Source: an optimization exercise on an open RTL-to-GDS flow (aim: small area, a short achievable clock period and few clock cycles). Production flows keep margins and buffers that such runs may drop. Where RTL was checked, it was by simulation tests only, not by an equivalence proof against the original. No functional check of the RTL was part of runs 4 to 8. Power is estimated from default activity; no workload was simulated.

### config.mk
export PLATFORM = sky130hd
export DESIGN_NAME = bc_rx_engine
export DESIGN_NICKNAME = bc_rx_engine
export VERILOG_FILES = /design/flow/design.v
export SDC_FILE = /design/flow/constraint.sdc
export NUM_CORES = 4
export LEC_CHECK = 0
export CAP_MARGIN = 20
export CORE_MARGIN = 2
export CORE_UTILIZATION = 40
export SLEW_MARGIN = 20
### constraint.sdc
create_clock -name core_clock -period 12.0 [get_ports {clk}]
set_input_delay 2.4000 -clock core_clock [delete_from_list [all_inputs] [get_ports {clk}]]
set_output_delay 2.4000 -clock core_clock [all_outputs]
set_load 0.01 [all_outputs]
### design.v
module bc_rx_engine (
    input  wire       clk,
    input  wire       rst,         
    input  wire       in_valid,
    output wire       in_ready,
    input  wire       in_kind,     
    input  wire [2:0] in_op,
    input  wire [7:0] in_data,
    output wire       out_valid,
    output wire [7:0] out_data,
    output wire       out_last,
    input  wire       out_ready
);
    localparam integer CAP = 97;
    localparam integer IW  = 7;             
    localparam integer QD  = 2;             
    localparam integer QW  = 1;             
    localparam [7:0] MARKER = 8'h7A;
    localparam [7:0] ESCAPE = 8'h7B;
    localparam [2:0] OP_QFLAGS  = 3'd0;
    localparam [2:0] OP_POPD    = 3'd1;
    localparam [2:0] OP_POPDT   = 3'd2;
    localparam [2:0] OP_POPF    = 3'd3;
    localparam [2:0] OP_CLRD    = 3'd4;
    localparam [2:0] OP_CLRF    = 3'd5;
    localparam [2:0] OP_CLRC    = 3'd6;
    localparam [2:0] OP_SETMODE = 3'd7;
    localparam [1:0] K_ONE = 2'd0;          
    localparam [1:0] K_DAT = 2'd1;          
    localparam [1:0] K_FMT = 2'd2;          
    localparam [1:0] E_HDR = 2'd0;
    localparam [1:0] E_LEN = 2'd1;
    localparam [1:0] E_STA = 2'd2;
    localparam [1:0] E_PAY = 2'd3;
    function [IW-1:0] ring_inc;
        input [IW-1:0] a;
        begin
            ring_inc = (a == CAP - 1) ? {IW{1'b0}} : a + 1'b1;
        end
    endfunction
    function [IW-1:0] ring_dec;
        input [IW-1:0] a;
        begin
            ring_dec = (a == 0) ? CAP - 1 : a - 1'b1;
        end
    endfunction
    function in_range;
        input [IW-1:0] x;
        input [IW-1:0] p;
        input [IW:0]   r;
        reg   [IW:0]   t;
        reg   [IW:0]   d;
        begin
            t = {1'b0, x} - {1'b0, p};
            d = t[IW] ? t + CAP : t;
            in_range = d < r;
        end
    endfunction
    reg [7:0]    ring [0:CAP-1];
    reg          w_v;
    reg [IW-1:0] w_slot;        
    reg [7:0]    w_data;        
    always @(posedge clk) begin
        if (w_v)
            ring[w_slot] <= w_data;
    end
    reg       a_v, b_v;
    reg       a_kind, b_kind;
    reg [2:0] a_op, b_op;
    reg [7:0] a_d, b_d;
    reg       a_mk;             
    reg       a_esc;            
    reg       a_st;             
    reg       a_out;            
    reg          tx_mode;
    reg          haz;           
    wire         q_full;
    wire a_block = (a_st && !tx_mode && haz) || (a_out && q_full);
    wire go      = a_v && !a_block;
    wire a_free  = !a_v || go;
    assign in_ready = !b_v;
    wire acc = in_valid && !b_v;
    always @(posedge clk) begin
        if (rst) begin
            a_v <= 1'b0;
            b_v <= 1'b0;
        end else if (a_free) begin
            a_v <= b_v || acc;
            b_v <= 1'b0;
        end else if (acc) begin
            b_v <= 1'b1;
        end
    end
    wire       f_kind = b_v ? b_kind : in_kind;
    wire [2:0] f_op   = b_v ? b_op   : in_op;
    wire [7:0] f_d    = b_v ? b_d    : in_data;
    always @(posedge clk) begin
        if (!b_v) begin
            b_kind <= in_kind;
            b_op   <= in_op;
            b_d    <= in_data;
        end
        if (a_free) begin
            a_kind <= f_kind;
            a_op   <= f_op;
            a_d    <= f_d;
            a_mk   <= !f_kind && (f_d == MARKER);
            a_esc  <= !f_kind && (f_d == ESCAPE);
            a_st   <= !f_kind && (f_d != MARKER) && (f_d != ESCAPE);
            a_out  <= f_kind && !f_op[2];
        end
    end
    reg [IW-1:0] wrn;           
    reg [IW-1:0] start;
    reg [IW-1:0] cnt;           
    reg          lr_mk;         
    reg          lr_esc;        
    reg [IW-1:0] prev_start;
    reg [IW-1:0] prev_end;
    reg [IW-1:0] prev_n;        
    reg          prev_valid;
    reg [7:0]    prev_st;       
    reg [1:0]    len_hi;        
    reg          len_hi_ok;     
    reg [IW-1:0] need;          
    reg          need_ok;       
    reg          fmt_rdy, dat_rdy, in_pkt, ovl, cmd_done;
    wire step   = go && !a_kind;
    wire opstep = go && a_kind;
    wire rx     = step && !tx_mode;
    wire store  = rx && a_st;
    wire [IW-1:0] cnt_base  = in_pkt ? cnt : {IW{1'b0}};
    wire [IW-1:0] cnt_inc   = (cnt_base == CAP + 1) ? cnt_base : cnt_base + 1'b1;
    wire [7:0]    st_byte   = lr_esc ? {1'b0, a_d[6:0]} : a_d;
    wire [IW-1:0] wrn_inc   = ring_inc(wrn);
    wire [7:0]    need8     = {1'b0, len_hi, st_byte[7:3]} + (st_byte[2:0] != 3'd0) + 8'd3;
    wire          mk1_accept = !ovl && (cnt >= 3) && !w_data[7] && need_ok && (need == cnt);
    wire          mk2_fmt    = !ovl && (cnt == 7'd33);
    wire [IW:0]   fit_sum    = {1'b0, prev_n} + {1'b0, cnt};
    wire          mk2_reval  = prev_valid && (fit_sum <= CAP - 3) && !prev_st[7];
    wire          busy_q     = tx_mode ? !cmd_done : in_pkt;
    wire [IW-1:0] pay_n      = (a_op == OP_POPDT && {1'b0, a_d} < {1'b0, prev_n}) ? a_d[IW-1:0] : prev_n;
    always @(posedge clk) begin
        if (rst) begin
            wrn        <= 0;
            start      <= 0;
            cnt        <= 0;
            lr_mk      <= 1'b0;
            lr_esc     <= 1'b0;
            prev_start <= 0;
            prev_end   <= 0;
            prev_n     <= 0;
            prev_valid <= 1'b0;
            fmt_rdy    <= 1'b0;
            dat_rdy    <= 1'b0;
            in_pkt     <= 1'b0;
            ovl        <= 1'b0;
            cmd_done   <= 1'b1;
            tx_mode    <= 1'b0;
        end else begin
            if (step) begin
                if (tx_mode) begin
                    if (a_mk)
                        cmd_done <= 1'b1;
                end else if (a_mk) begin
                    if (lr_mk) begin
                        if (mk2_fmt)
                            fmt_rdy <= 1'b1;
                        if (mk2_reval)
                            dat_rdy <= 1'b1;
                    end else if (mk1_accept) begin
                        dat_rdy    <= 1'b1;
                        prev_start <= start;
                        prev_end   <= w_slot;
                        prev_n     <= cnt - 2'd3;
                        prev_valid <= 1'b1;
                    end
                    in_pkt <= 1'b0;
                end else begin
                    if (!in_pkt) begin
                        in_pkt  <= 1'b1;
                        dat_rdy <= 1'b0;
                        fmt_rdy <= 1'b0;
                        ovl     <= 1'b0;
                        start   <= wrn;
                    end
                    if (a_esc) begin
                        cnt <= cnt_base;
                    end else begin
                        wrn <= wrn_inc;
                        cnt <= cnt_inc;
                        if (cnt_inc > CAP)
                            ovl <= 1'b1;
                    end
                end
                lr_mk  <= a_mk;
                lr_esc <= a_esc;
            end
            if (opstep) begin
                case (a_op)
                    OP_POPD, OP_POPDT:
                        if (dat_rdy) begin
                            dat_rdy    <= 1'b0;
                            prev_valid <= 1'b0;
                        end
                    OP_POPF:    fmt_rdy  <= 1'b0;
                    OP_CLRD:    dat_rdy  <= 1'b0;
                    OP_CLRF:    fmt_rdy  <= 1'b0;
                    OP_CLRC:    cmd_done <= 1'b0;
                    OP_SETMODE: begin
                        tx_mode  <= a_d[0];
                        cmd_done <= 1'b1;
                    end
                    default: ;
                endcase
            end
        end
    end
    reg pblk;
    wire mk1_evt = rx && a_mk && !lr_mk && mk1_accept;
    wire p_lo = (wrn >= prev_start);
    wire p_hi = (wrn < prev_end);
    always @(posedge clk)
        pblk <= !mk1_evt && ((prev_start < prev_end) ? (p_lo && p_hi) : (p_lo || p_hi));
    always @(posedge clk) begin
        if (rst)
            w_v <= 1'b0;
        else
            w_v <= store;
        if (store) begin
            w_slot  <= wrn;
            w_data  <= st_byte;
            if (wrn == prev_end)
                prev_st <= st_byte;
            if (cnt_base == 0) begin
                len_hi    <= st_byte[1:0];
                len_hi_ok <= (st_byte[7:2] == 6'd0);
            end
            if (cnt_base == 1) begin
                need    <= need8[IW-1:0];
                need_ok <= len_hi_ok && !need8[7];
            end
        end
        if (mk1_evt)
            prev_st <= w_data;
    end
    reg [1:0]    n_kind;
    reg [7:0]    n_byte;
    reg [IW-1:0] n_ptr;
    reg [IW-1:0] n_cnt;         
    reg          n_blk;
    always @(*) begin
        n_kind = K_ONE;
        n_byte = 8'h00;
        n_ptr  = prev_start;
        n_cnt  = pay_n;
        n_blk  = 1'b0;
        case (a_op)
            OP_QFLAGS:
                n_byte = {1'b0, busy_q, tx_mode, cmd_done, ovl, in_pkt, dat_rdy, fmt_rdy};
            OP_POPD, OP_POPDT:
                if (dat_rdy) begin
                    n_kind = K_DAT;
                    n_byte = prev_st;
                    n_blk  = pblk;
                end
            OP_POPF:
                if (fmt_rdy) begin
                    n_kind = K_FMT;
                    n_ptr  = start;
                    n_cnt  = 7'd33;
                end
            default: ;
        endcase
    end
    reg [1:0]    q_kind [0:QD-1];
    reg [7:0]    q_byte [0:QD-1];
    reg [IW-1:0] q_ptr  [0:QD-1];
    reg [IW-1:0] q_cnt  [0:QD-1];
    reg [QD-1:0] q_blk;
    reg [QD-1:0] q_val;
    reg [QW-1:0] q_wp, q_rp;
    reg          e_v;
    reg [1:0]    e_kind;
    reg [7:0]    e_byte;
    reg [IW-1:0] e_ptr;         
    reg [IW-1:0] e_cnt;         
    reg [1:0]    e_ph;
    reg          e_lc;          
    reg          e_blk;
    assign q_full = q_val[q_wp];
    reg       o_v;
    reg [7:0] o_d;
    reg       o_l;
    assign out_valid = o_v;
    assign out_data  = o_d;
    assign out_last  = o_l;
    wire pop  = o_v && out_ready;
    wire emit = e_v && (!o_v || out_ready);
    wire [7:0] rd_byte = ring[e_ptr];
    wire       e_read = e_ph[0];
    wire [7:0] e_alt  = (!e_ph[1] && e_kind != K_ONE) ? 8'h01 : e_byte;
    wire [7:0] e_data = e_read ? rd_byte : e_alt;
    reg        e_last;
    always @(*) begin
        case (e_ph)
            E_HDR:   e_last = (e_kind == K_ONE);
            E_STA:   e_last = (e_cnt == 0);
            E_LEN:   e_last = 1'b0;
            default: e_last = (e_cnt == 1);
        endcase
    end
    wire e_rng = e_v && (e_kind != K_ONE) && ((e_ph == E_HDR) || (e_ph == E_LEN) || (e_cnt != 0));
    always @(posedge clk) begin
        if (rst)
            o_v <= 1'b0;
        else if (emit)
            o_v <= 1'b1;
        else if (pop)
            o_v <= 1'b0;
    end
    always @(posedge clk) begin
        if (emit) begin
            o_d <= e_data;
            o_l <= e_last;
        end
    end
    wire push   = opstep && a_out;
    wire e_done = emit && e_last;
    wire e_load = !e_v || e_done;
    wire q_take = e_load && q_val[q_rp];
    reg [QD-1:0] q_blk_nx;
    integer qi;
    always @(*) begin
        for (qi = 0; qi < QD; qi = qi + 1)
            q_blk_nx[qi] = q_blk[qi] ||
                           (store && (q_kind[qi] != K_ONE) && (wrn_inc == q_ptr[qi]));
    end
    wire e_rd      = emit && e_read;
    wire e_blk_nx  = e_blk ? !(e_rd && (wrn == e_ptr))
                           : (store && !e_rd && e_rng && (wrn_inc == e_ptr));
    always @(posedge clk) begin
        if (rst) begin
            q_val <= {QD{1'b0}};
            q_wp  <= 0;
            q_rp  <= 0;
        end else begin
            if (push) begin
                q_val[q_wp] <= 1'b1;
                q_wp        <= (q_wp == QD - 1) ? 0 : q_wp + 1'b1;
            end
            if (q_take) begin
                q_val[q_rp] <= 1'b0;
                q_rp        <= (q_rp == QD - 1) ? 0 : q_rp + 1'b1;
            end
        end
    end
    always @(posedge clk) begin
        for (qi = 0; qi < QD; qi = qi + 1) begin
            if (push && q_wp == qi) begin
                q_kind[qi] <= n_kind;
                q_byte[qi] <= n_byte;
                q_ptr[qi]  <= n_ptr;
                q_cnt[qi]  <= n_cnt;
                q_blk[qi]  <= n_blk;
            end else begin
                q_blk[qi]  <= q_blk_nx[qi] && q_val[qi];
            end
        end
    end
    always @(posedge clk) begin
        if (rst) begin
            e_v   <= 1'b0;
            e_blk <= 1'b0;
        end else if (e_load) begin
            e_v   <= q_val[q_rp];
            e_blk <= q_val[q_rp] && q_blk_nx[q_rp];
        end else begin
            e_blk <= e_blk_nx;
        end
    end
    always @(posedge clk) begin
        if (rst)
            haz <= 1'b0;
        else
            haz <= |(q_blk_nx & q_val & ~({QD{q_take}} & (1 << q_rp))) ||
                   (push && n_blk) ||
                   (e_load ? (q_val[q_rp] && q_blk_nx[q_rp]) : e_blk_nx);
    end
    always @(posedge clk) begin
        if (e_load) begin
            e_kind <= q_kind[q_rp];
            e_byte <= q_byte[q_rp];
            e_ptr  <= q_ptr[q_rp];
            e_cnt  <= q_cnt[q_rp];
            e_ph   <= E_HDR;
            e_lc   <= 1'b0;
        end else if (emit) begin
            case (e_ph)
                E_HDR: e_ph <= (e_kind == K_DAT) ? E_LEN : E_PAY;
                E_LEN: begin
                    e_ptr <= ring_inc(e_ptr);
                    e_lc  <= 1'b1;
                    if (e_lc)
                        e_ph <= E_STA;
                end
                E_STA: e_ph <= E_PAY;
                E_PAY: begin
                    e_ptr <= ring_inc(e_ptr);
                    e_cnt <= e_cnt - 1'b1;
                end
            endcase
        end
    end
endmodule
### flow/run.sh
#!/bin/bash
set -euo pipefail
bash standard.sh \
  "BUFFER_PORTS_ARGS=-buffer_cell sky130_fd_sc_hd__buf_2" \
  "SETUP_SLACK_MARGIN=${FLOW_SETUP_MARGIN:-8.0}" \
  finish > standard_finish.log 2>&1
### standard.sh
#!/bin/bash
# synth_recipe.tcl (not shown) runs the flow's synth.tcl, then flattens the netlist and writes it again
# the make line also repeats each setting of config.mk as NAME=value (left out here)
make -C /OpenROAD-flow-scripts/flow DESIGN_CONFIG=/design/flow/config.mk WORK_HOME=/design/flow/orfs CLKGATE_MAP_FILE= SYNTH_SCRIPT=/design/flow/synth_recipe.tcl "${@:-finish}"
==> flow_metrics.tcl, run 1 <==
set metrics [dict create \
    path_clk_slew_ns 0.06 \
    cp_data_arrival_time_ns 4.42 \
    crit_chain "buf_2, nor2b_2, nor2b_2, a221oi_1, and4_1, o2111ai_1, a211oi_1, a311o_2, o21bai_1" \
    clk_latency_ns 0.68 \
    synthCells 2325 \
    finalSetupTns_ns 0 \
    path_class "in2reg" \
    synth_mux_area_share_pct 15.51 \
    synth_edf_count 907 \
    via_per_inst 5.603 \
    fin_util_pct 45.44 \
    crit_top_cell "nor2b_2" \
    yosys.area.top_type_share_pct 66.55 \
    fin_ws_ns 8.175 \
    antenna_found_initial 1 \
    crit_path_max_incr_delay_ns 0.38 \
    final_nets 2432 \
    grt_max_degree 99 \
    stdcell_count 3816 \
    die_area_sq_um 104900 \
    synth_top_family_by_area "multiplexers" \
    p_leak_nw 14.69 \
    clockRootBuffer "clkbuf_16" \
    mostFrequentLayoutCell "edfxtp_1" \
    holdBufCountCts 0 \
    slowest_stage "nor2b_2" \
    place_congestion 0.8724 \
    rows 117 \
    totalWireLength_um 95220 \
    ir_drop_mv 0.09994 \
    finClkSkew_ns 0.03045 \
    drc 0 \
    grt-ovfl-total 0 \
    ioPinCount 27 \
    maxCapViolCount 0 \
    rr_endpoint "o_d[2]" \
    firstDrtPassIters 5 \
    grt_pass1_vias 21388 \
    crit_fanout 13 \
    rsz0062_at_grt "false" \
    synth-main-ff-cell "edfxtp_1" \
    path_depth 9 \
    area_growth_pct 12.82 \
    min_from "prev_end[2]" \
    holdPathStages 2 \
    via_count 21382 \
    worst_pin_slew_ns 1.132 \
    syn_nets 2394 \
    hold_end "prev_end[2]" \
    status "finished clean" \
    cts_buffer_depth 3 \
    dp_slack_ns 7.290 \
    power_density_nw_per_um2 154.2 \
    final_cell_mix "907 x edfxtp_1, 248 x mux4_2, 188 x nor2_1, 113 x nand2_1, 100 x clkbuf_16" \
    clock_sinks 994 \
    die_y_um 323.9 \
    crit_family "compound AO/OA/AOI/OAI gates" \
    numCtsBuffers 99 \
    async_flop_share_pct 0 \
    io_buffer_count 26 \
    synthAdderAreaFrac_pct 1.663 \
    fmax_ghz 0.2615 \
    synth-simple-area-share_pct 5.583 \
    post-route-period-util_pct 31.87 \
    first_iter_violations 2178 \
    drv_slew 0 \
    ys_types 70 \
    cp-start-kind "input pin" \
    yosys.area_share.xor_xnor_pct 1.049 \
    relSlewSlack_pct 24.22 \
    synth_area_leader_cell "edfxtp_1" \
    dp_hpwl_um 58750 \
    die_w_um 323.9 \
    wl_per_cell_um 24.95 \
    min_period_ns 3.825 \
    yosysWarningCount 5 \
    drive_gt1_share_pct 21.50 \
    end_kind "flip-flop" \
    cp_num_buf_inv 1 \
    synth_compound_area_share_pct 3.583 \
    power_mw 7.118 \
    r2r_cells 6 \
    yosys_register_bits 994 \
    finalSetupViolCount 0 \
    placed_cells 3623 \
    h-tree-depth 3 \
    ys_top_cells_by_area "edfxtp_1 67%, mux4_2 14%, dfxtp_1 4.3%, nor2_1 1.8%, ha_1 1.6%" \
    grt_usage_pct 18.24 \
    r2r_slack_ns 8.21 \
    core_area_sq_um 101600 \
    avgSynthCellArea_sq_um 17.60 \
    ant_nets 0 \
    hold_viol 0 \
    start_util_pct 40.28 \
    netlist_area_sq_um 40920 \
    grt_pass1_wl_um 141300 \
    ys_seq_area_share_pct 70.81 \
    hold_path_class "reg2reg" \
    cts_tree "built" \
    required_ns 12.59 \
]
==> cell usage after synthesis (5+ instances only) <==
cell type,n
a22o_1,8
a21o_1,13
ha_1,52
o21a_1,5
nand3_1,30
inv_1,57
nor2_1,193
mux4_2,248
and3_1,9
nor4b_1,5
nor2b_1,22
and2_1,7
o211ai_1,5
nor4_1,8
a21oi_1,78
clkbuf_1,86
nand4_1,17
mux2_2,28
o21ai_0,40
edfxtp_1,907
o22ai_1,5
a211oi_1,12
a22oi_1,8
o21ai_1,13
mux2i_1,43
a31oi_1,6
nand2_1,113
dfxtp_1,87
or3_1,10
nor3_1,32
xnor2_1,28
buf_1,13
a311oi_1,5
nand2b_1,21
buf_2,30
xor2_1,21
==> how the worst max path moves through the flow <==
stage | startpoint | to | slack [ns]
5_1_grt | out_ready | haz | 8.03
2_1_floorplan | out_ready | e_cnt[0] | 8.03
3_5_place_dp | out_ready | haz | 7.29
6_report | out_ready | haz | 8.18
4_1_cts | b_v | in_ready | 8.17
3_3_place_gp | out_ready | haz | 7.21
==> power breakdown <==
group	switching, mW	internal, mW
clock network	1.34	1.85
registers	0.0207	3.75
logic	0.0879	0.0677
total	1.45	5.67
==> sequential cells by signal (all words and copies together), names as in the netlist, 8 cells and up, named ones only <==
name,cells
q_cnt,14
b_d,8
w_data,8
ring,776
e_byte,8
q_ptr,14
q_byte,16
prev_st,8
o_d,8
a_d,8
==> worst reg2reg max path: cells and delay by family, from the launching register on <==
kind	cells	cell delay, ns
compound gates	2	0.29
buf+inv	1	0.84
flops	1	0.78
mux	3	1.61
==> layer usage <==
| metal | up-vias | part of all wire (%) | wire, um | GRT usage (%) |
|---|---|---|---|---|
| met4 | 0 | 2.6 | 2466 | 5.638 |
| met1 | 11209 | 43 | 41130 | 26.10 |
| met2 | 723 | 48 | 46040 | 29.23 |
| met5 | - | 0 | 0 | 0 |
| li1 | 9314 | - | - | - |
| met3 | 136 | 5.9 | 5576 | 2.354 |
==> logic make-up after synthesis <==
family,after synthesis
DFF,994
and+or+nand+nor,490
muxes,320
AOI/OAI and AO/OA,231
buffers and inverters,187
adders and majority gates,54
xor gates and xnor gates,49
==> final cells by class <==
cell class | instances | area [sq um]
clock inverter | 74 | 814.5
inverter | 58 | 217.7
fill | 8637 | 55430
timing repair buffer | 66 | 595.6
multi-input combinational | 1144 | 11270
sequential | 994 | 28990
antenna | 1 | 2.502
tap | 1368 | 1712
clock buffer | 111 | 2564
==> stage by stage <==
step                      hold WS, ns  cell area, sq um
after floorplan                0.4319             40930
after global placement         0.4503             42550
after detailed placement       0.4484             42550
after CTS                      0.4619             46000
after global routing           0.4829             46170
final                          0.4654             46170
==> timing repair <==
item                                    in CTS  in global routing
setup buffers                                1                  0
endpoints found under the setup margin      10                  0
resized for setup                            5                  0
Testbench counts, summed over its fixed seeds: cycles 12,035.
==> run 2, diff against run 1 <==
--- a/config.mk
+++ b/config.mk
@@ -7,5 +7,8 @@
 export LEC_CHECK = 0
 export CAP_MARGIN = 20
 export CORE_MARGIN = 2
-export CORE_UTILIZATION = 40
+export CORE_UTILIZATION = 60
+export CTS_BUF_LIST = sky130_fd_sc_hd__clkbuf_16
+export CTS_CLUSTER_DIAMETER = 100
+export CTS_CLUSTER_SIZE = 24
 export SLEW_MARGIN = 20
==> flow_metrics.tcl, run 2 <==
set metrics [dict create \
    via_count 21105 \
    min_from "prev_end[3]" \
    met1_length_um 40920 \
    r2r_slack_ns 8.15 \
    totalWireLength_um 94640 \
    largest_register_ff_count 776 \
    drive_gt1_share_pct 18.28 \
    largest_register "ring" \
    dp_slack_ns 7.376 \
    synth-main-ff-cell "edfxtp_1" \
    rsz0062_at_grt "true" \
    dr_wl_met3_um 5787 \
    yosys.area.top_type_share_pct 66.55 \
    p_sw_mw 1.141 \
    firstDrtPassIters 5 \
    r2r_cells 7 \
    antenna_found_initial 2 \
    synthCells 2325 \
    path_class "in2reg" \
    drv_slew 0 \
    die_w_um 265.2 \
    cp_data_arrival_time_ns 4.39 \
    clockPowerShare_pct 31.0 \
    via_per_inst 6.573 \
    clock_sinks 994 \
    ant_nets 0 \
    route.met2.wl_um 45320 \
    yosys_register_bits 994 \
    first_iter_violations 2493 \
    grt_max_degree 99 \
    grt_usage_pct 27.29 \
    final_cell_mix "907 x edfxtp_1, 248 x mux4_2, 188 x nor2_1, 113 x nand2_1, 81 x dfxtp_1" \
    synth.most_common_cell "edfxtp_1" \
    hold_end "prev_end[3]" \
    mostFrequentLayoutCell "edfxtp_1" \
    area_growth_pct 6.167 \
    avgSynthCellArea_sq_um 17.60 \
    min_period_ns 3.905 \
    worst_pin_slew_ns 1.134 \
    finClkSkew_ns 0.02163 \
    p_int_mw 4.542 \
    holdPathStages 2 \
    grt-ovfl-total 0 \
    cp-start-kind "input pin" \
    p_leak_nw 13.76 \
    grt_pass1_wl_um 139400 \
    cts_buffer_depth 3 \
    place_congestion 0.9491 \
    hold_viol 0 \
    postCtsSetupBuffers 0 \
    syn_nets 2394 \
    end_kind "flip-flop" \
    required_ns 12.49 \
    fin_ws_ns 8.095 \
    combPwrFrac_pct 2.7 \
    ir_drop_mv 0.1440 \
    post-route-period-util_pct 32.54 \
    crit_fanout 13 \
    ys_top_cells_by_area "edfxtp_1 67%, mux4_2 14%, dfxtp_1 4.3%, nor2_1 1.8%, ha_1 1.6%" \
    power_density_nw_per_um2 130.8 \
    wl_per_cell_um 29.47 \
    fmax_ghz 0.2561 \
    io_buffer_count 26 \
    ys_seq_area_share_pct 70.81 \
    p_sw_share_pct 20.08 \
    drc 0 \
    synth_edf_count 907 \
    clk_latency_ns 0.64 \
    hold_path_class "reg2reg" \
    fillers 4581 \
    netlist_area_sq_um 40920 \
    cts_tree "built" \
    status "finished clean" \
    ys_types 70 \
    ioPinCount 27 \
    synth_area_leader_cell "edfxtp_1" \
    start_util_pct 60.72 \
    die_area_sq_um 70310 \
    holdBufCountCts 0 \
    seq_power_share_pct 66.3 \
    yosysWarningCount 5 \
    finalSetupViolCount 0 \
    async_flop_share_pct 0 \
    synth_common_cells "907 x edfxtp_1, 248 x mux4_2, 193 x nor2_1" \
    worstSetupStartpoint "out_ready" \
    h-tree-depth 2 \
    die_y_um 265.2 \
    finalSetupTns_ns 0 \
    grt_pass1_vias 20852 \
    rows 95 \
    path_clk_slew_ns 0.10 \
    numCtsBuffers 47 \
    rr_endpoint "o_d[7]" \
    top_layer "met4" \
    relSlewSlack_pct 24.40 \
    core_area_sq_um 67400 \
    maxCapViolCount 0 \
    final_nets 2386 \
    reg_top3 "ring (776), q_byte (16)" \
    clockRootBuffer "clkbuf_16" \
    dp_hpwl_um 59430 \
]
==> run 2: layout make-up <==
class	count	area, sq um	area share [%]
antenna	2	5.005	0.01152
clock buffer	48	1201	2.765
clock inverter	20	105.1	0.2419
inverter	58	217.7	0.5011
multi-input combinational	1144	11260	25.92
sequential	994	29000	66.74
tap	873	1092	2.514
timing repair buffer	72	570.5	1.313
==> run 2: how the worst max path moves through the flow <==
stage	depth (start not counted)	slack, ns	endpoint
2_1_floorplan	5	8.03	e_cnt[0]
3_3_place_gp	7	7.41	o_d[7]
3_5_place_dp	7	7.38	o_d[7]
4_1_cts	7	8.05	o_d[7]
5_1_grt	8	7.99	haz
6_report	8	8.09	haz
==> run 2: critical path, stage by stage <==
cell,delay [ns]
buf_2,0.08
nor2b_1,0.10
nor2b_2,0.64
nand4_1,0.18
o41ai_1,0.34
a211oi_1,0.14
a311o_2,0.35
o21bai_1,0.16
==> run 2: cells by family after synthesis <==
logic type                 synth area share, %
DFF                                      70.81
and+or+nand+nor                          5.583
muxes                                    15.51
AOI/OAI and AO/OA                        3.583
buffers and inverters                    1.807
adders and majority gates                1.663
xor gates and xnor gates                 1.049
==> run 2: power by group through the flow <==
stage | combinational (mW) | sequential [mW] | clock [mW]
detailed placement | 0.151 | 3.85 | 0
global placement | 0.148 | 3.85 | 0
CTS | 0.153 | 3.77 | 1.79
finish | 0.152 | 3.77 | 1.76
floorplan | 0.106 | 3.84 | 0
global route | 0.163 | 3.77 | 1.91
==> run 2: per-layer routing <==
metal | global-route usage [%] | vias up
li1 | - | 9143
met1 | 40.25 | 11068
met2 | 43.52 | 747
met3 | 3.907 | 147
met4 | 7.574 | 0
met5 | 0 | -
==> run 2: what timing repair did <==
item | CTS | global route
gates resized for setup | 8 | 7
gates cloned | 1 | 0
setup endpoints to repair | 9 | 7
hold endpoints to repair | 0 | 0
==> run 2: metrics by stage <==
stage | total power [mW] | cells | util (%) | hold slack, ns | cell area, sq um
after floorplan | 3.944 | 2325 | - | 0.4319 | 40930
after global placement | 3.994 | 3139 | 62.35 | 0.4433 | 42020
after detailed placement | 3.997 | 3139 | 62.37 | 0.4499 | 42030
after CTS | 5.713 | 3208 | 64.40 | 0.4639 | 43400
after global routing | 5.839 | 3209 | 64.46 | 0.4814 | 43440
final | 5.683 | 3211 | 64.47 | 0.4641 | 43450
==> run 3, diff against run 2 <==
==> flow/run.sh (replaced) <==
#!/bin/bash
set -euo pipefail
bash standard.sh \
  "BUFFER_PORTS_ARGS=-buffer_cell sky130_fd_sc_hd__buf_2" \
  "SETUP_SLACK_MARGIN=${FLOW_SETUP_MARGIN:-9.0}" \
  finish > standard_finish.log 2>&1
==> flow_metrics.tcl, run 3 <==
set metrics [dict create \
    totalWireLength_um 103400 \
    yosys_register_bits 994 \
    ir_drop_mv 0.1676 \
    ioPinCount 27 \
    grt_max_degree 99 \
    fillers 4469 \
    ys_seq_area_share_pct 70.81 \
    numCtsBuffers 47 \
    io_buffer_count 26 \
    synth-main-ff-cell "edfxtp_1" \
    path_class "reg2out" \
    start_util_pct 60.72 \
    mostFrequentLayoutCell "edfxtp_1" \
    synth.most_common_cell "edfxtp_1" \
    post-route-period-util_pct 30.83 \
    die_y_um 265.2 \
    maxCapViolCount 0 \
    worst_pin_slew_ns 1.177 \
    final_cell_mix "907 x edfxtp_1, 248 x mux4_2, 121 x nor2_1, 112 x nand2_1, 75 x dfxtp_1" \
    drc 0 \
    final_nets 2433 \
    yosys.area.top_type_share_pct 66.55 \
    finClkSkew_ns 0.02299 \
    avgSynthCellArea_sq_um 17.60 \
    via_count 22046 \
    p_leak_nw 14.29 \
    slowest_stage "edfxtp_1" \
    firstDrtPassIters 5 \
    clockRootBuffer "clkbuf_16" \
    fmax_ghz 0.2703 \
    finalSetupTns_ns 0 \
    antenna_found_initial 1 \
    antenna_cells 0 \
    cts_buffer_depth 3 \
    wl_per_cell_um 31.74 \
    clk_latency_ns 0.63 \
    die_w_um 265.2 \
    ant_nets 0 \
    ys_top_cells_by_area "edfxtp_1 67%, mux4_2 14%, dfxtp_1 4.3%, nor2_1 1.8%, ha_1 1.6%" \
    status "finished clean" \
    reg_top3 "ring (776), q_byte (16)" \
    netlist_area_sq_um 40920 \
    path_clk_slew_ns 0.10 \
    placed_cells 3126 \
    min_period_ns 3.700 \
    holdBufCountCts 0 \
    dp_slack_ns 6.966 \
    die_area_sq_um 70310 \
    crit_family "flip-flops" \
    grt_usage_pct 29.50 \
    grt_pass1_wl_um 148700 \
    first_iter_violations 2936 \
    fin_ws_ns 8.300 \
    grt-ovfl-total 0 \
    hold_path_class "reg2reg" \
    place_congestion 0.8943 \
    whs_ns 0.4629 \
    cp_data_arrival_time_ns 1.30 \
    multi_input_area_sq_um 11720 \
    grt_pass1_vias 21222 \
    clock_sinks 994 \
    synthCells 2325 \
    rows 95 \
    area_growth_pct 9.713 \
    cp-start-kind "flip-flop" \
    drv_slew 0 \
    seqCellArea_sq_um 29010 \
    dp_hpwl_um 59830 \
    ys_types 70 \
    rsz0062_at_grt "true" \
    relSlewSlack_pct 21.22 \
    crit_path_max_incr_delay_ns 0.49 \
    synth_area_leader_cell "edfxtp_1" \
    crit_fanout 1 \
    finalSetupViolCount 0 \
    largest_register "ring" \
    largest_register_ff_count 776 \
    core_area_sq_um 67400 \
    synth_edf_count 907 \
    synth_common_cells "907 x edfxtp_1, 248 x mux4_2, 193 x nor2_1" \
    hold_viol 0 \
    via_per_inst 6.771 \
    h-tree-depth 2 \
    yosysWarningCount 5 \
    dpl_cell_area_sq_um 41980 \
    fin_area_sq_um 44900 \
    async_flop_share_pct 0 \
    syn_nets 2394 \
    drive_gt1_share_pct 24.76 \
    stdcell_count 3256 \
    crit_chain "buf_6" \
    end_kind "primary output" \
    cts_tree "built" \
    power_density_nw_per_um2 127.8 \
    required_ns 9.60 \
    cp_num_buf_inv 1 \
]
==> run 3: cell counts after synthesis <==
No cell type changed its count.
==> run 3: layout make-up <==
class	instances	share of cell area [%]
sequential	994	64.60
multi-input combinational	1147	26.11
timing repair buffer	116	3.403
clock buffer	49	2.731
tap	873	2.433
inverter	58	0.4932
clock inverter	19	0.2285
==> run 3: per-stage QoR <==
stage               power (mW)  utilization (%)
CTS                      5.756            66.08
finish                   5.739            66.62
global placement         3.995            62.27
floorplan                3.945                -
detailed placement       3.998            62.29
global route             5.879            66.62
==> run 3: worst paths after layout <==
path                            cells after the start   startpoint  slack (ns)           to
worst min-delay path                                2  prev_end[1]        0.46  prev_end[1]
worst max register to register                      9       wrn[1]        8.83          haz
worst min register to register                      2  prev_end[1]        0.46  prev_end[1]
worst max-delay path                                1       o_d[1]        8.30  out_data[1]
==> run 3: kinds of logic (layout without fill, tap and decap cells) <==
group	Yosys count	after routing	synth area share, %
mux	320	320	15.51
buf+inv	187	242	1.807
flops	994	994	70.81
fa+ha+maj	54	54	1.663
simple gates	490	490	5.583
xor+xnor	49	49	1.049
compound gates	231	234	3.583
==> run 3: what timing repair did <==
action | 4_1_cts | 5_1_grt
cloned | 20 | 3
resized for setup | 129 | 64
setup buffers | 29 | 9
pin swaps | 8 | 7
endpoints found under the setup margin | 482 | 358
==> run 3: power breakdown <==
group / switching (mW) / total (mW) / internal (mW)
logic: 0.0999 / 0.182 / 0.0822
registers: 0.0200 / 3.76 / 3.74
clock network: 1.03 / 1.79 / 0.760
==> run 3: layer usage <==
layer / wire length, um / part of all wire [%] / track usage, % / vias to the layer above
li1: - / - / - / 9255
met1: 43100 / 42 / 43.88 / 11564
met2: 49590 / 48 / 46.80 / 1088
met3: 8304 / 8.0 / 4.731 / 137
met4: 2356 / 2.3 / 6.948 / 2
met5: 13 / 0.013 / 0 / -
==> run 4, diff against run 3 <==
--- a/design.v
+++ b/design.v
@@ -383,9 +383,9 @@
         if (rst)
             haz <= 1'b0;
         else
-            haz <= |(q_blk_nx & q_val & ~({QD{q_take}} & (1 << q_rp))) ||
+            haz <= |(q_blk_nx & q_val) ||
                    (push && n_blk) ||
-                   (e_load ? (q_val[q_rp] && q_blk_nx[q_rp]) : e_blk_nx);
+                   e_blk || (store && e_rng && (wrn_inc == e_ptr));
     end
     always @(posedge clk) begin
         if (e_load) begin
==> flow/run.sh (replaced) <==
#!/bin/bash
set -euo pipefail
bash standard.sh \
  "BUFFER_PORTS_ARGS=-buffer_cell sky130_fd_sc_hd__buf_2" \
  "SETUP_SLACK_MARGIN=${FLOW_SETUP_MARGIN:-8.5}" \
  finish > standard_finish.log 2>&1
--- a/config.mk
+++ b/config.mk
@@ -7,7 +7,7 @@
 export LEC_CHECK = 0
 export CAP_MARGIN = 20
 export CORE_MARGIN = 2
-export CORE_UTILIZATION = 60
+export CORE_UTILIZATION = 70
 export CTS_BUF_LIST = sky130_fd_sc_hd__clkbuf_16
 export CTS_CLUSTER_DIAMETER = 100
 export CTS_CLUSTER_SIZE = 24
==> flow_metrics.tcl, run 4 <==
set metrics [dict create \
    fmax_ghz 0.2676 \
    synth_area_leader_cell "edfxtp_1" \
    r2r_cells 9 \
    stdcell_count 3152 \
    crit_fanout 1 \
    numCtsBuffers 47 \
    yosys_register_bits 994 \
    drv_slew 0 \
    area_growth_pct 6.245 \
    final_nets 2429 \
    first_iter_violations 2737 \
    path_clk_slew_ns 0.10 \
    power_mw 5.689 \
    start_util_pct 70.81 \
    worst_pin_slew_ns 1.170 \
    ant_nets 0 \
    synth.most_common_cell "edfxtp_1" \
    place_congestion 0.8952 \
    cp_data_arrival_time_ns 1.34 \
    die_w_um 245.8 \
    drive_gt1_share_pct 17.68 \
    crit_chain "buf_6" \
    grt_pass1_vias 21612 \
    cts_tree "built" \
    r2r_slack_ns 8.53 \
    synthCells 2363 \
    largest_register_ff_count 776 \
    via_count 22054 \
    synth_common_cells "907 x edfxtp_1, 232 x mux4_2, 182 x nor2_1" \
    crit_path_max_incr_delay_ns 0.52 \
    antenna_found_initial 1 \
    synth_edf_count 907 \
    totalWireLength_um 96550 \
    min_from "prev_end[4]" \
    syn_nets 2432 \
    dp_hpwl_um 58350 \
    die_area_sq_um 60430 \
    ys_types 73 \
    async_flop_share_pct 0 \
    fillers 3266 \
    hold_end "prev_end[4]" \
    hold_viol 0 \
    placed_cells 3057 \
    antenna_cells 0 \
    via_per_inst 6.997 \
    status "finished clean" \
    grt_usage_pct 33.02 \
    holdPathStages 2 \
    largest_register "ring" \
    avgSynthCellArea_sq_um 17.32 \
    ir_drop_mv 0.1451 \
    cp_num_buf_inv 1 \
    reg2reg_from "wrn[0]" \
    fin_area_sq_um 43490 \
    netlist_area_sq_um 40930 \
    grt_pass1_wl_um 143400 \
    dpl_cell_area_sq_um 41700 \
    p_leak_nw 13.85 \
    finalSetupTns_ns 0 \
    h-tree-depth 2 \
    mostFrequentLayoutCell "edfxtp_1" \
    reg_top3 "ring (776), q_byte (16)" \
    end_kind "primary output" \
    firstDrtPassIters 6 \
    path_class "reg2out" \
    hold_path_class "reg2reg" \
    clock_sinks 994 \
    maxCapViolCount 0 \
    finClkSkew_ns 0.02598 \
    rsz0062_at_grt "true" \
    ys_seq_area_share_pct 70.79 \
    clk_latency_ns 0.64 \
    io_buffer_count 26 \
    synth-main-ff-cell "edfxtp_1" \
    min_period_ns 3.737 \
    rows 88 \
    grt-ovfl-total 0 \
    final_cell_mix "907 x edfxtp_1, 232 x mux4_2, 177 x nor2_1, 139 x nand2_1, 89 x a21oi_1" \
    yosys.area.top_type_share_pct 66.54 \
    slowest_stage "edfxtp_1" \
    rr_endpoint "e_blk" \
    finalSetupViolCount 0 \
    power_density_nw_per_um2 130.8 \
    holdBufCountCts 0 \
    core_area_sq_um 57810 \
    drc 0 \
    die_y_um 245.8 \
    wl_per_cell_um 30.63 \
    grt_max_degree 99 \
    ioPinCount 27 \
    relSlewSlack_pct 22.00 \
    cts_buffer_depth 3 \
    post-route-period-util_pct 31.14 \
    cp-start-kind "flip-flop" \
    required_ns 9.60 \
    ys_top_cells_by_area "edfxtp_1 67%, mux4_2 13%, dfxtp_1 4.3%, nor2_1 1.7%, ha_1 1.6%" \
    clockRootBuffer "clkbuf_16" \
    crit_family "flip-flops" \
    yosysWarningCount 5 \
]
## run 4: cell types whose count changed after synthesis, sizes merged, moves of 9 or more
cell,change
a22oi,+11
nor2,-10
a211oi,+14
mux4,-16
buf,+11
clkbuf,-15
nand2,+26
nand2b,-9
a21oi,+11
## run 4: repair_timing
action | 4_1_cts | 5_1_grt
resized for setup | 32 | 5
setup endpoints to repair | 21 | 26
cloned | 1 | 0
setup buffers | 6 | 7
## run 4: metrics by stage
stage	setup WS, ns	hold WS [ns]	utilization (%)
after global placement	7.357	0.4433	72.14
after detailed placement	7.294	0.4454	72.14
after CTS	8.223	0.4592	74.88
after floorplan	8.494	0.4319	-
after global routing	8.227	0.4874	75.24
final	8.263	0.4601	75.24
## run 4: cells by family (layout without fill, tap and decap cells)
family | Yosys count | count (layout) | synth area share [%]
adders and majority gates | 54 | 54 | 1.663
xor gates and xnor gates | 50 | 50 | 1.070
buffers and inverters | 190 | 214 | 2.011
DFF | 994 | 994 | 70.79
and+or+nand+nor | 501 | 501 | 5.612
AOI/OAI and AO/OA | 270 | 270 | 4.230
muxes | 304 | 304 | 14.62
## run 4: how the worst max path moves through the flow
stage | from | end | depth (start not counted)
2_1_floorplan | out_ready | e_blk | 6
3_3_place_gp | flip-flop | o_d[0] | 9
3_5_place_dp | flip-flop | o_d[6] | 8
4_1_cts | o_d[1] | out_data[1] | 1
5_1_grt | o_d[1] | out_data[1] | 1
6_report | o_d[1] | out_data[1] | 1
## run 4: area by class of cell
type	instances	area, sq um	area share, %
Clock inverter	28	135.1	0.3107
Multi-Input combinational cell	1179	11180	25.71
Timing Repair Buffer	73	772.0	1.775
Inverter	65	244.0	0.5610
Tap cell	765	957.2	2.201
Sequential cell	994	29000	66.68
Clock buffer	48	1201	2.762
## run 4: report_power, final
group / switching (mW) / internal [mW]
clock network: 1.03 / 0.734
registers: 0.0185 / 3.75
logic: 0.0949 / 0.0687
## run 4: worst reg2reg max path, delay by kind of cell, from the launching register on
family | cells | cell delay, ns
buf+inv | 2 | 0.43
fa+ha+maj | 1 | 0.48
flops | 1 | 0.62
compound gates | 3 | 0.74
simple gates | 3 | 1.12
## run 4: metal layers
layer  GRT usage, %  vias up  share of wire, %
met4          9.643        0               3.1
met3          6.101      171               9.7
met2          51.91     1268                48
li1               -     9278                 -
met1          48.50    11337                39
met5              0        -                 0
==> run 5, diff against run 4 <==
==> flow/run.sh (replaced) <==
#!/bin/bash
set -euo pipefail
bash standard.sh \
  "BUFFER_PORTS_ARGS=-buffer_cell sky130_fd_sc_hd__buf_2" \
  "SETUP_SLACK_MARGIN=${FLOW_SETUP_MARGIN:-9.0}" \
  finish > standard_finish.log 2>&1
==> flow_metrics.tcl, run 5 <==
set metrics [dict create \
    r2r_cells 3 \
    antenna_found_initial 3 \
    io_buffer_count 26 \
    stdcell_count 3162 \
    hold_path_class "reg2reg" \
    die_y_um 245.8 \
    power_density_nw_per_um2 128.4 \
    largest_register_ff_count 776 \
    combPwrFrac_pct 3.2 \
    path_class "reg2out" \
    via_per_inst 7.121 \
    crit_chain "buf_2" \
    ant_nets 0 \
    clk_latency_ns 0.64 \
    ioPinCount 27 \
    wl_per_cell_um 31.86 \
    grt_usage_pct 33.22 \
    h-tree-depth 2 \
    r2r_slack_ns 8.77 \
    die_w_um 245.8 \
    worst_pin_slew_ns 1.189 \
    hold_viol 0 \
    finalSetupViolCount 0 \
    synth-main-ff-cell "edfxtp_1" \
    rows 88 \
    p_sw_share_pct 20.06 \
    rr_endpoint "ring[29][6]" \
    p_int_mw 4.539 \
    seq_power_share_pct 66.3 \
    whs_ns 0.4658 \
    p_sw_mw 1.139 \
    mostFrequentLayoutCell "edfxtp_1" \
    clock_sinks 994 \
    die_area_sq_um 60430 \
    ys_top_cells_by_area "edfxtp_1 67%, mux4_2 13%, dfxtp_1 4.3%, nor2_1 1.7%, ha_1 1.6%" \
    largest_register "ring" \
    totalWireLength_um 100800 \
    power_mw 5.678 \
    synth_area_leader_cell "edfxtp_1" \
    start_util_pct 70.81 \
    yosys.area.top_type_share_pct 66.54 \
    maxCapViolCount 0 \
    clockRootBuffer "clkbuf_16" \
    grt_max_degree 99 \
    rsz0062_at_grt "true" \
    numCtsBuffers 47 \
    slowest_stage "edfxtp_1" \
    async_flop_share_pct 0 \
    path_clk_slew_ns 0.09 \
    synth-simple-area-share_pct 5.612 \
    synth_mux_area_share_pct 14.62 \
    yosysWarningCount 5 \
    end_kind "primary output" \
    post-route-period-util_pct 31.03 \
    clockPowerShare_pct 30.5 \
    place_congestion 0.9138 \
    p_leak_nw 14.06 \
    drv_slew 0 \
    synth_top_family_by_area "multiplexers" \
    yosys_register_bits 994 \
    cp_num_buf_inv 1 \
    crit_family "flip-flops" \
    dp_hpwl_um 58390 \
    finClkSkew_ns 0.02894 \
    synth_edf_count 907 \
    dp_slack_ns 7.056 \
    synthCells 2363 \
    ys_types 73 \
    relSlewSlack_pct 20.45 \
    reg_top3 "ring (776), q_byte (16)" \
    endpoint "out_data[1]" \
    required_ns 9.60 \
    fin_ws_ns 8.277 \
    fmax_ghz 0.2686 \
    grt-ovfl-total 0 \
    drc 0 \
    ir_drop_mv 0.1187 \
    avgSynthCellArea_sq_um 17.32 \
    path_depth 1 \
    firstDrtPassIters 10 \
    synth_common_cells "907 x edfxtp_1, 232 x mux4_2, 182 x nor2_1" \
    worstSetupStartpoint "o_d[1]" \
    ys_seq_area_share_pct 70.79 \
    first_iter_violations 3092 \
    cp_data_arrival_time_ns 1.32 \
    grt_pass1_vias 21728 \
    reg2reg_from "w_slot[0]" \
    crit_path_max_incr_delay_ns 0.51 \
    fin_util_pct 76.51 \
    cts_tree "built" \
    synth_compound_area_share_pct 4.230 \
    drive_gt1_share_pct 21.49 \
    grt_pass1_wl_um 144000 \
    synthAdderAreaFrac_pct 1.663 \
    via_count 22518 \
    dpl_cell_area_sq_um 41770 \
    crit_fanout 1 \
    cp-start-kind "flip-flop" \
    min_period_ns 3.723 \
    netlist_area_sq_um 40930 \
    core_area_sq_um 57810 \
    syn_nets 2432 \
    final_cell_mix "907 x edfxtp_1, 232 x mux4_2, 138 x nand2_1, 136 x nor2_1, 88 x a21oi_1" \
    status "finished clean" \
    placed_cells 3056 \
    yosys.area_share.xor_xnor_pct 1.070 \
    finalSetupTns_ns 0 \
    synth.most_common_cell "edfxtp_1" \
    final_nets 2449 \
    area_growth_pct 8.048 \
    cts_buffer_depth 3 \
    fin_area_sq_um 44230 \
]
==> run 5: worst min-delay path, cell delays in order, from the launching register on <==
cell and delay (ns):
dfxtp_1 0.33, nand2_1 0.05, a21oi_1 0.05
==> run 5: what timing repair did <==
item / 4_1_cts / 5_1_grt
pin swaps: 1 / 4
hold buffers: 0 / 0
resized for setup: 65 / 67
gates cloned: 9 / 8
endpoints found under the setup margin: 175 / 337
setup buffers: 11 / 11
==> run 5: worst min path at each step <==
stage	from	end	slack [ns]	cells after the start
6_report	prev_end[6]	prev_end[6]	0.47	2
3_3_place_gp	prev_end[4]	prev_end[4]	0.44	2
5_1_grt	prev_end[6]	prev_end[6]	0.49	2
2_1_floorplan	prev_end[6]	prev_end[6]	0.43	2
3_5_place_dp	prev_end[4]	prev_end[4]	0.44	2
4_1_cts	prev_end[6]	prev_end[6]	0.46	2
==> run 5: power groups by stage <==
| stage | Combinational [mW] | Clock (mW) | Sequential (mW) |
|---|---|---|---|
| after floorplan | 0.111 | 0 | 3.84 |
| after global placement | 0.147 | 0 | 3.85 |
| after detailed placement | 0.152 | 0 | 3.85 |
| after CTS | 0.170 | 1.74 | 3.76 |
| after global routing | 0.191 | 1.85 | 3.77 |
| final | 0.182 | 1.73 | 3.77 |
==> run 5: final cells by class <==
type                            instances  area, sq um
Clock buffer                           47         1176
Clock inverter                         18        85.08
Sequential cell                       994        29010
Multi-Input combinational cell       1181        11520
Timing Repair Buffer                   91         1230
Antenna cell                            1        2.502
Inverter                               65        252.7
Fill cell                            3188        13580
Tap cell                              765        957.2
==> run 5: cells by family (layout without fill, tap and decap cells) <==
group	after synthesis	in the layout
AND/OR/NAND/NOR	501	501
flip-flops	994	994
buffers and inverters	190	221
other	0	1
XOR/XNOR	50	50
adder cells (fa/ha/maj)	54	54
AO/OA/AOI/OAI	270	272
multiplexers	304	304
==> run 5: metal layers <==
metal / global-route usage (%) / vias up / share of wire [%]
met2: 54.04 / 1565 / 49
li1: - / 9326 / -
met5: 0 / - / 0.030
met4: 10.36 / 4 / 4.1
met1: 47.11 / 11388 / 36
met3: 5.610 / 235 / 10
==> run 6, diff against run 5 <==
--- a/config.mk
+++ b/config.mk
@@ -5,10 +5,10 @@
 export SDC_FILE = /design/flow/constraint.sdc
 export NUM_CORES = 4
 export LEC_CHECK = 0
-export CAP_MARGIN = 20
+export CAP_MARGIN = 5
 export CORE_MARGIN = 2
 export CORE_UTILIZATION = 70
 export CTS_BUF_LIST = sky130_fd_sc_hd__clkbuf_16
 export CTS_CLUSTER_DIAMETER = 100
 export CTS_CLUSTER_SIZE = 24
-export SLEW_MARGIN = 20
+export SLEW_MARGIN = 5
==> flow_metrics.tcl, run 6 <==
set metrics [dict create \
    synthCells 2363 \
    post-route-period-util_pct 31.10 \
    syn_nets 2432 \
    grt_pass1_wl_um 144000 \
    ant_nets 0 \
    drv_slew 0 \
    clk_latency_ns 0.64 \
    grt_pass1_vias 21728 \
    reg_top3 "ring (776), q_byte (16)" \
    worst_pin_slew_ns 1.187 \
    min_from "prev_end[6]" \
    via_count 22500 \
    seqCellArea_sq_um 29010 \
    cp-start-kind "flip-flop" \
    fin_area_sq_um 44180 \
    hold_viol 0 \
    r2r_slack_ns 8.87 \
    rsz0062_at_grt "true" \
    worstSetupStartpoint "o_d[1]" \
    end_kind "primary output" \
    cts_tree "built" \
    synth_area_leader_cell "edfxtp_1" \
    totalWireLength_um 100900 \
    hold_path_class "reg2reg" \
    clockRootBuffer "clkbuf_16" \
    p_leak_nw 14.07 \
    path_class "reg2out" \
    largest_register "ring" \
    mostFrequentLayoutCell "edfxtp_1" \
    core_area_sq_um 57810 \
    antenna_found_initial 3 \
    firstDrtPassIters 6 \
    start_util_pct 70.81 \
    yosys.area.top_type_share_pct 66.54 \
    relSlewSlack_pct 20.85 \
    dp_hpwl_um 58390 \
    yosysWarningCount 5 \
    async_flop_share_pct 0 \
    cp_num_buf_inv 1 \
    h-tree-depth 2 \
    synth.most_common_cell "edfxtp_1" \
    min_period_ns 3.731 \
    rows 88 \
    synth_edf_count 907 \
    place_congestion 0.9138 \
    fillers 3183 \
    area_growth_pct 7.941 \
    io_buffer_count 26 \
    ys_top_cells_by_area "edfxtp_1 67%, mux4_2 13%, dfxtp_1 4.3%, nor2_1 1.7%, ha_1 1.6%" \
    wl_per_cell_um 31.89 \
    yosys_register_bits 994 \
    maxCapViolCount 0 \
    via_per_inst 7.111 \
    first_iter_violations 3151 \
    final_nets 2452 \
    fmax_ghz 0.2680 \
    die_area_sq_um 60430 \
    multi_input_area_sq_um 11470 \
    drc 0 \
    power_density_nw_per_um2 128.5 \
    netlist_area_sq_um 40930 \
    final_cell_mix "907 x edfxtp_1, 232 x mux4_2, 144 x nor2_1, 138 x nand2_1, 88 x a21oi_1" \
    die_y_um 245.8 \
    cts_buffer_depth 3 \
    synth-main-ff-cell "edfxtp_1" \
    grt-ovfl-total 0 \
    synth_common_cells "907 x edfxtp_1, 232 x mux4_2, 182 x nor2_1" \
    finalSetupViolCount 0 \
    ys_seq_area_share_pct 70.79 \
    numCtsBuffers 47 \
    finClkSkew_ns 0.02736 \
    cp_data_arrival_time_ns 1.33 \
    slowest_stage "edfxtp_1" \
    grt_usage_pct 33.22 \
    clock_sinks 994 \
    status "finished clean" \
    reg2reg_from "w_slot[0]" \
    path_clk_slew_ns 0.10 \
    die_w_um 245.8 \
    dpl_cell_area_sq_um 41770 \
    largest_register_ff_count 776 \
    avgSynthCellArea_sq_um 17.32 \
    drive_gt1_share_pct 21.22 \
    crit_fanout 1 \
    crit_family "flip-flops" \
    crit_path_max_incr_delay_ns 0.51 \
    antenna_cells 0 \
    finalSetupTns_ns 0 \
    ys_types 73 \
    grt_max_degree 99 \
    crit_chain "buf_2" \
    ir_drop_mv 0.1193 \
    ioPinCount 27 \
    required_ns 9.60 \
]
-- run 6: cell counts after synthesis --
No cell type changed its count.
-- run 6: cells by family (layout without fill, tap and decap cells) --
logic type	after synthesis	count (layout)	share of synthesized area, %
AO/OA/AOI/OAI	270	272	4.230
flip-flops	994	994	70.79
adder cells (fa/ha/maj)	54	54	1.663
multiplexers	304	304	14.62
AND/OR/NAND/NOR	501	501	5.612
buffers and inverters	190	224	2.011
XOR/XNOR	50	50	1.070
-- run 6: where the power goes --
| group | switching, mW | internal [mW] | total [mW] |
|---|---|---|---|
| clock network | 1.02 | 0.714 | 1.73 |
| logic | 0.102 | 0.0790 | 0.181 |
| registers | 0.0204 | 3.75 | 3.77 |
-- run 6: repair_timing --
item	4_1_cts	5_1_grt
gates resized for setup	65	56
pin swaps	1	5
buffers inserted	11	15
hold buffers	0	0
gates cloned	9	8
endpoints found under the hold margin	0	0
setup endpoints to repair	175	357
-- run 6: per-stage QoR --
| step | cells | utilization (%) | power [mW] | worst slack [ns] | hold WS (ns) |
|---|---|---|---|---|---|
| floorplan | 2363 | - | 3.948 | 8.595 | 0.4319 |
| global placement | 3056 | 72.25 | 3.994 | 7.106 | 0.4431 |
| detailed placement | 3056 | 72.25 | 3.999 | 7.056 | 0.4449 |
| CTS | 3141 | 75.58 | 5.672 | 8.249 | 0.4623 |
| global route | 3164 | 76.44 | 5.805 | 8.247 | 0.4910 |
| finish | 3164 | 76.44 | 5.680 | 8.269 | 0.4659 |
-- run 6: cell type report --
type	count	area share [%]
inverter	65	0.5720
timing repair buffer	94	2.801
tap	765	2.166
multi-input combinational	1181	25.96
clock inverter	18	0.1926
clock buffer	47	2.662
sequential	994	65.65
-- run 6: per-layer routing --
layer	share of wire, %	wire, um	track usage (%)	up-vias
met4	4.1	4134	10.36	6
met3	9.6	9672	5.610	233
met1	37	37150	47.11	11463
met2	49	49900	54.04	1465
li1	-	-	-	9333
met5	0.038	38	0	-
-- run 6: path summary, 6_finish.rpt --
check                      to  cells after the start
setup reg to reg  ring[29][3]                      3
setup / recovery  out_data[1]                      1
hold reg to reg   prev_end[6]                      2
hold / removal    prev_end[6]                      2
==> run 7, diff against run 6 <==
--- a/design.v
+++ b/design.v
@@ -292,6 +292,8 @@
     reg       o_v;
     reg [7:0] o_d;
     reg       o_l;
+    reg [7:0] h_d;
+    reg       h_l;
     assign out_valid = o_v;
     assign out_data  = o_d;
     assign out_last  = o_l;
@@ -320,9 +322,16 @@
             o_v <= 1'b0;
     end
     always @(posedge clk) begin
-        if (emit) begin
-            o_d <= e_data;
-            o_l <= e_last;
+        o_d <= emit ? e_data : h_d;
+        o_l <= emit ? e_last : h_l;
+    end
+    always @(posedge clk) begin
+        if (rst) begin
+            h_d <= 8'h00;
+            h_l <= 1'b0;
+        end else if (emit) begin
+            h_d <= e_data;
+            h_l <= e_last;
         end
     end
     wire push   = opstep && a_out;
--- a/config.mk
+++ b/config.mk
@@ -5,10 +5,10 @@
 export SDC_FILE = /design/flow/constraint.sdc
 export NUM_CORES = 4
 export LEC_CHECK = 0
-export CAP_MARGIN = 5
+export CAP_MARGIN = 20
 export CORE_MARGIN = 2
 export CORE_UTILIZATION = 70
 export CTS_BUF_LIST = sky130_fd_sc_hd__clkbuf_16
 export CTS_CLUSTER_DIAMETER = 100
 export CTS_CLUSTER_SIZE = 24
-export SLEW_MARGIN = 5
+export SLEW_MARGIN = 20
==> flow_metrics.tcl, run 7 <==
set metrics [dict create \
    fmax_ghz 0.2819 \
    dp_hpwl_um 60850 \
    synth.most_common_cell "edfxtp_1" \
    fin_util_pct 77.16 \
    crit_family "flip-flops" \
    die_w_um 247.2 \
    finalSetupTns_ns 0 \
    fin_area_sq_um 45370 \
    power_mw 5.770 \
    post-route-period-util_pct 29.56 \
    end_kind "primary output" \
    cp-start-kind "flip-flop" \
    cts_buffer_depth 3 \
    place_congestion 0.9152 \
    largest_register "ring" \
    r2r_cells 8 \
    drc 0 \
    rows 89 \
    grt_pass1_wl_um 150100 \
    antenna_found_initial 1 \
    via_per_inst 7.027 \
    path_clk_slew_ns 0.10 \
    min_period_ns 3.547 \
    synthCells 2457 \
    antenna_cells 0 \
    finalSetupViolCount 0 \
    synth_edf_count 898 \
    die_area_sq_um 61120 \
    io_buffer_count 26 \
    synth_common_cells "898 x edfxtp_1, 215 x nor2_1, 212 x mux4_2" \
    mostFrequentLayoutCell "edfxtp_1" \
    use_met3_pct 7.369 \
    crit_fanout 1 \
    yosys.area.top_type_share_pct 65.12 \
    ioPinCount 27 \
    largest_register_ff_count 776 \
    r2r_slack_ns 8.87 \
    first_iter_violations 3061 \
    wl_per_cell_um 31.36 \
    final_cell_mix "898 x edfxtp_1, 212 x mux4_2, 159 x nor2_1, 130 x nand2_1, 101 x inv_1" \
    totalWireLength_um 104100 \
    start_util_pct 70.43 \
    avgSynthCellArea_sq_um 16.85 \
    yosysWarningCount 5 \
    path_class "reg2out" \
    area_growth_pct 9.560 \
    die_y_um 247.2 \
    ir_drop_mv 0.1377 \
    maxCapViolCount 0 \
    power_density_nw_per_um2 127.2 \
    ys_seq_area_share_pct 70.20 \
    grt-ovfl-total 0 \
    drive_gt1_share_pct 22.45 \
    p_leak_nw 14.54 \
    path_depth 1 \
    syn_nets 2526 \
    h-tree-depth 2 \
    firstDrtPassIters 6 \
    ys_types 81 \
    cts_tree "built" \
    hold_viol 0 \
    fin_ws_ns 8.453 \
    fillers 3231 \
    status "finished clean" \
    async_flop_share_pct 0 \
    crit_chain "buf_6" \
    grt_usage_pct 34.48 \
    hold_path_class "reg2reg" \
    use_met2_pct 54.37 \
    slowest_stage "dfxtp_4" \
    clockRootBuffer "clkbuf_16" \
    rsz0062_at_grt "true" \
    synth-main-ff-cell "edfxtp_1" \
    clk_latency_ns 0.63 \
    via_count 23336 \
    grt_pass1_vias 22559 \
    ant_nets 0 \
    drv_slew 0 \
    grt-busiest-layer "met2" \
    clock_sinks 1003 \
    ys_top_cells_by_area "edfxtp_1 65%, mux4_2 12%, dfxtp_1 5.1%, nor2_1 1.9%, ha_1 1.6%" \
    numCtsBuffers 47 \
    crit_path_max_incr_delay_ns 0.40 \
    synth_area_leader_cell "edfxtp_1" \
    cp_num_buf_inv 1 \
    holdPathStages 1 \
    reg_top3 "ring (776), q_byte (16)" \
    dp_slack_ns 7.048 \
    required_ns 9.60 \
    grt_max_degree 99 \
    dpl_cell_area_sq_um 42320 \
    finClkSkew_ns 0.02617 \
    netlist_area_sq_um 41410 \
    final_nets 2579 \
    relSlewSlack_pct 23.26 \
    yosys_register_bits 1003 \
    holdBufCountCts 0 \
    use_met1_pct 48.59 \
    core_area_sq_um 58800 \
    cp_data_arrival_time_ns 1.15 \
    worst_pin_slew_ns 1.149 \
]
## run 7: cell types whose count changed in the layout (fill, tap and decap cells not counted), moves of 14 or more
cell     previous run  this run
a21oi_1            88        59
a22oi_1            16        33
buf_4              35        50
buf_6               7        38
inv_1              77       101
mux2i_1            36        64
mux4_2            232       212
nand3_1            31        45
nor2_1            144       159
nor2_4              2        16
## run 7: cells by family (layout without fill, tap and decap cells)
| family | Yosys count | in the layout | synth area share, % |
|---|---|---|---|
| buf+inv | 194 | 279 | 2.109 |
| mux | 310 | 310 | 14.00 |
| fa+ha+maj | 54 | 54 | 1.644 |
| compound gates | 294 | 299 | 4.738 |
| xor+xnor | 49 | 49 | 1.139 |
| flops | 1003 | 1003 | 70.20 |
| simple gates | 553 | 554 | 6.170 |
## run 7: layout make-up
cell class | instances | area (sq um) | share of cell area, %
well taps | 773 | 967.2 | 2.132
inverters | 67 | 251.5 | 0.5543
clock inverters | 38 | 143.9 | 0.3172
flip-flops and latches | 1003 | 29130 | 64.20
multi-input cells | 1266 | 12270 | 27.04
repair buffers | 125 | 1386 | 3.056
clock buffers | 49 | 1226 | 2.703
## run 7: worst register-to-register path: stages (launching register included)
cell and delay, ns:
edfxtp_1 0.49, or4_1 0.68, nor2_1 0.25, a32o_1 0.61, nor2_1 0.19, o21ai_4 0.22, a21o_4 0.13, buf_6 0.13
mux2_2 0.33
## run 7: through the flow
stage	instances	hold WS, ns
2_1_floorplan	2457	0.4246
3_3_place_gp	3168	0.4370
3_5_place_dp	3168	0.4440
4_1_cts	3302	0.4674
5_1_grt	3321	0.4936
6_report	3321	0.4679
## run 7: path summary, 6_finish.rpt
path                  from          end
hold / removal      h_d[2]       o_d[2]
hold reg to reg     h_d[2]       o_d[2]
setup reg to reg  e_cnt[2]    flip-flop
setup / recovery    o_d[4]  out_data[4]
## run 7: repair_timing
action                                  4_1_cts  5_1_grt
endpoints found under the setup margin      200      366
pin swaps                                    21       20
hold endpoints to repair                      0        0
buffers inserted                             35       18
resized for setup                           140       97
cloned                                       12        0
## run 7: layer usage
metal	vias to the layer above	wire length, um
met1	11871	38740
met2	1459	50300
met3	236	10640
li1	9768	-
met4	2	4439
met5	-	11
## run 7: report_power, final
| group | total [mW] | leakage (nW) | internal (mW) | switching [mW] |
|---|---|---|---|---|
| combinational | 0.207 | 4.72 | 0.0839 | 0.123 |
| sequential | 3.79 | 9.02 | 3.77 | 0.0208 |
| clock | 1.77 | 0.801 | 0.746 | 1.03 |
==> run 8, diff against run 7 <==
==> flow/run.sh (replaced) <==
#!/bin/bash
set -euo pipefail
bash standard.sh \
  "BUFFER_PORTS_ARGS=-buffer_cell sky130_fd_sc_hd__buf_2" \
  "SETUP_SLACK_MARGIN=${FLOW_SETUP_MARGIN:-8.5}" \
  finish > standard_finish.log 2>&1
==> flow_metrics.tcl, run 8 <==
set metrics [dict create \
    dp_hpwl_um 62610 \
    die_y_um 247.2 \
    yosys.area.top_type_share_pct 65.12 \
    synth_compound_area_share_pct 4.738 \
    mostFrequentLayoutCell "edfxtp_1" \
    post-route-period-util_pct 29.64 \
    final_nets 2528 \
    relSlewSlack_pct 22.85 \
    antenna_cells 0 \
    finalSetupTns_ns 0 \
    drv_slew 0 \
    async_flop_share_pct 0 \
    yosysWarningCount 5 \
    ys_top_cells_by_area "edfxtp_1 65%, mux4_2 12%, dfxtp_1 5.1%, nor2_1 1.9%, ha_1 1.6%" \
    antenna_found_initial 0 \
    avgSynthCellArea_sq_um 16.85 \
    yosys.area_share.xor_xnor_pct 1.139 \
    path_class "reg2out" \
    crit_family "flip-flops" \
    start_util_pct 70.43 \
    via_count 22867 \
    wl_per_cell_um 31.03 \
    die_w_um 247.2 \
    end_kind "primary output" \
    drive_gt1_share_pct 16.61 \
    fmax_ghz 0.2811 \
    grt_usage_pct 33.96 \
    cp-start-kind "flip-flop" \
    rows 89 \
    cts_buffer_depth 3 \
    yosys_register_bits 1003 \
    first_iter_violations 2689 \
    totalWireLength_um 101500 \
    cts_tree "built" \
    status "finished clean" \
    power_density_nw_per_um2 130.6 \
    synth_mux_area_share_pct 14.00 \
    clk_latency_ns 0.65 \
    synthCells 2457 \
    h-tree-depth 2 \
    largest_register "ring" \
    largest_register_ff_count 776 \
    firstDrtPassIters 6 \
    via_per_inst 6.991 \
    ys_seq_area_share_pct 70.20 \
    ys_types 81 \
    numCtsBuffers 47 \
    ant_nets 0 \
    finalSetupViolCount 0 \
    synth.most_common_cell "edfxtp_1" \
    crit_fanout 2 \
    grt_pass1_wl_um 148400 \
    hold_viol 0 \
    synthAdderAreaFrac_pct 1.644 \
    ioPinCount 27 \
    rsz0062_at_grt "true" \
    finClkSkew_ns 0.03018 \
    cp_data_arrival_time_ns 1.16 \
    io_buffer_count 26 \
    synth_common_cells "898 x edfxtp_1, 215 x nor2_1, 212 x mux4_2" \
    syn_nets 2526 \
    crit_chain "inv_2, buf_6" \
    synth_area_leader_cell "edfxtp_1" \
    drc 0 \
    worst_pin_slew_ns 1.154 \
    ir_drop_mv 0.1331 \
    place_congestion 0.9390 \
    maxCapViolCount 0 \
    path_clk_slew_ns 0.09 \
    grt-ovfl-total 0 \
    synth_edf_count 898 \
    synth-simple-area-share_pct 6.170 \
    cp_num_buf_inv 2 \
    final_cell_mix "898 x edfxtp_1, 214 x nor2_1, 212 x mux4_2, 135 x nand2_1, 101 x inv_1" \
    required_ns 9.60 \
    synth-main-ff-cell "edfxtp_1" \
    die_area_sq_um 61120 \
    crit_path_max_incr_delay_ns 0.38 \
    p_leak_nw 14.13 \
    fin_ws_ns 8.443 \
    reg_top3 "ring (776), q_byte (16)" \
    synth_top_family_by_area "multiplexers" \
    hold_path_class "reg2reg" \
    grt_pass1_vias 22296 \
    core_area_sq_um 58800 \
    netlist_area_sq_um 41410 \
    clock_sinks 1003 \
    dp_slack_ns 7.132 \
    slowest_stage "dfxtp_4" \
    min_period_ns 3.557 \
    area_growth_pct 6.436 \
    grt_max_degree 99 \
    clockRootBuffer "clkbuf_16" \
]
## run 8: worst reg2reg max path: stages (launching register included)
cell and delay (ns):
edfxtp_1 0.84, nand4_1 1.07, nor2_1 1.16
## run 8: path summary, 6_finish.rpt
| path | startpoint | to | slack, ns | cells past startpoint |
|---|---|---|---|---|
| setup / recovery | b_v | in_ready | 8.44 | 2 |
| hold / removal | h_d[7] | o_d[7] | 0.46 | 2 |
| setup reg to reg | w_slot[2] | ring[7][3] | 8.57 | 2 |
| hold reg to reg | h_d[7] | o_d[7] | 0.46 | 2 |
## run 8: cell families after synthesis
kind of cell | count (synthesis)
AOI/OAI and AO/OA | 294
DFF | 1003
buffers and inverters | 194
muxes | 310
adders and majority gates | 54
and+or+nand+nor | 553
xor gates and xnor gates | 49
## run 8: repair_timing
action / in CTS / in global routing
gates cloned: 3 / 1
setup endpoints to repair: 65 / 54
gates resized for setup: 45 / 12
pin swaps: 1 / 0
buffers inserted: 3 / 6
hold buffers: 0 / 0
## run 8: cell type report
class / instances / area [sq um]
tap: 773 / 967.2
fill: 3371 / 14720
timing repair buffer: 78 / 780.7
clock inverter: 40 / 168.9
sequential: 1003 / 29110
clock buffer: 48 / 1201
inverter: 67 / 251.5
multi-input combinational: 1262 / 11600
## run 8: where the power goes
part           switching [mW]  leakage (nW)  internal [mW]
Combinational           0.114          4.31         0.0758
Clock                    1.04         0.800          0.736
Sequential             0.0186          9.02           3.77
## run 8: per-layer routing
layer / track usage [%] / vias to the layer above / share of wire (%)
met3: 6.023 / 207 / 9.2
met1: 47.01 / 11662 / 37
met2: 55.79 / 1344 / 49
met5: 0 / - / 0
met4: 11.24 / 0 / 3.9
li1: - / 9654 / -
## run 8: through the flow
step                      std cells  power [mW]  util, %  hold WS (ns)  cell area (sq um)
final                          3271       5.757    74.96        0.4635              44070
after global routing           3271       5.884    74.96        0.4757              44070
after CTS                      3262       5.756    74.68        0.4555              43910
after detailed placement       3168       4.049    71.89        0.4522              42270
after global placement         3168       4.043    71.88        0.4383              42260
after floorplan                2457       3.988        -        0.4246              41530

Check on run 8: ideal ports give 8.443 ns setup slack; a clkbuf_16 on the clock port and buf_2 on the inputs give 8.376 ns; moving port delays by the midpoint clock arrival (0.698 ns) as well gives 7.965 ns.
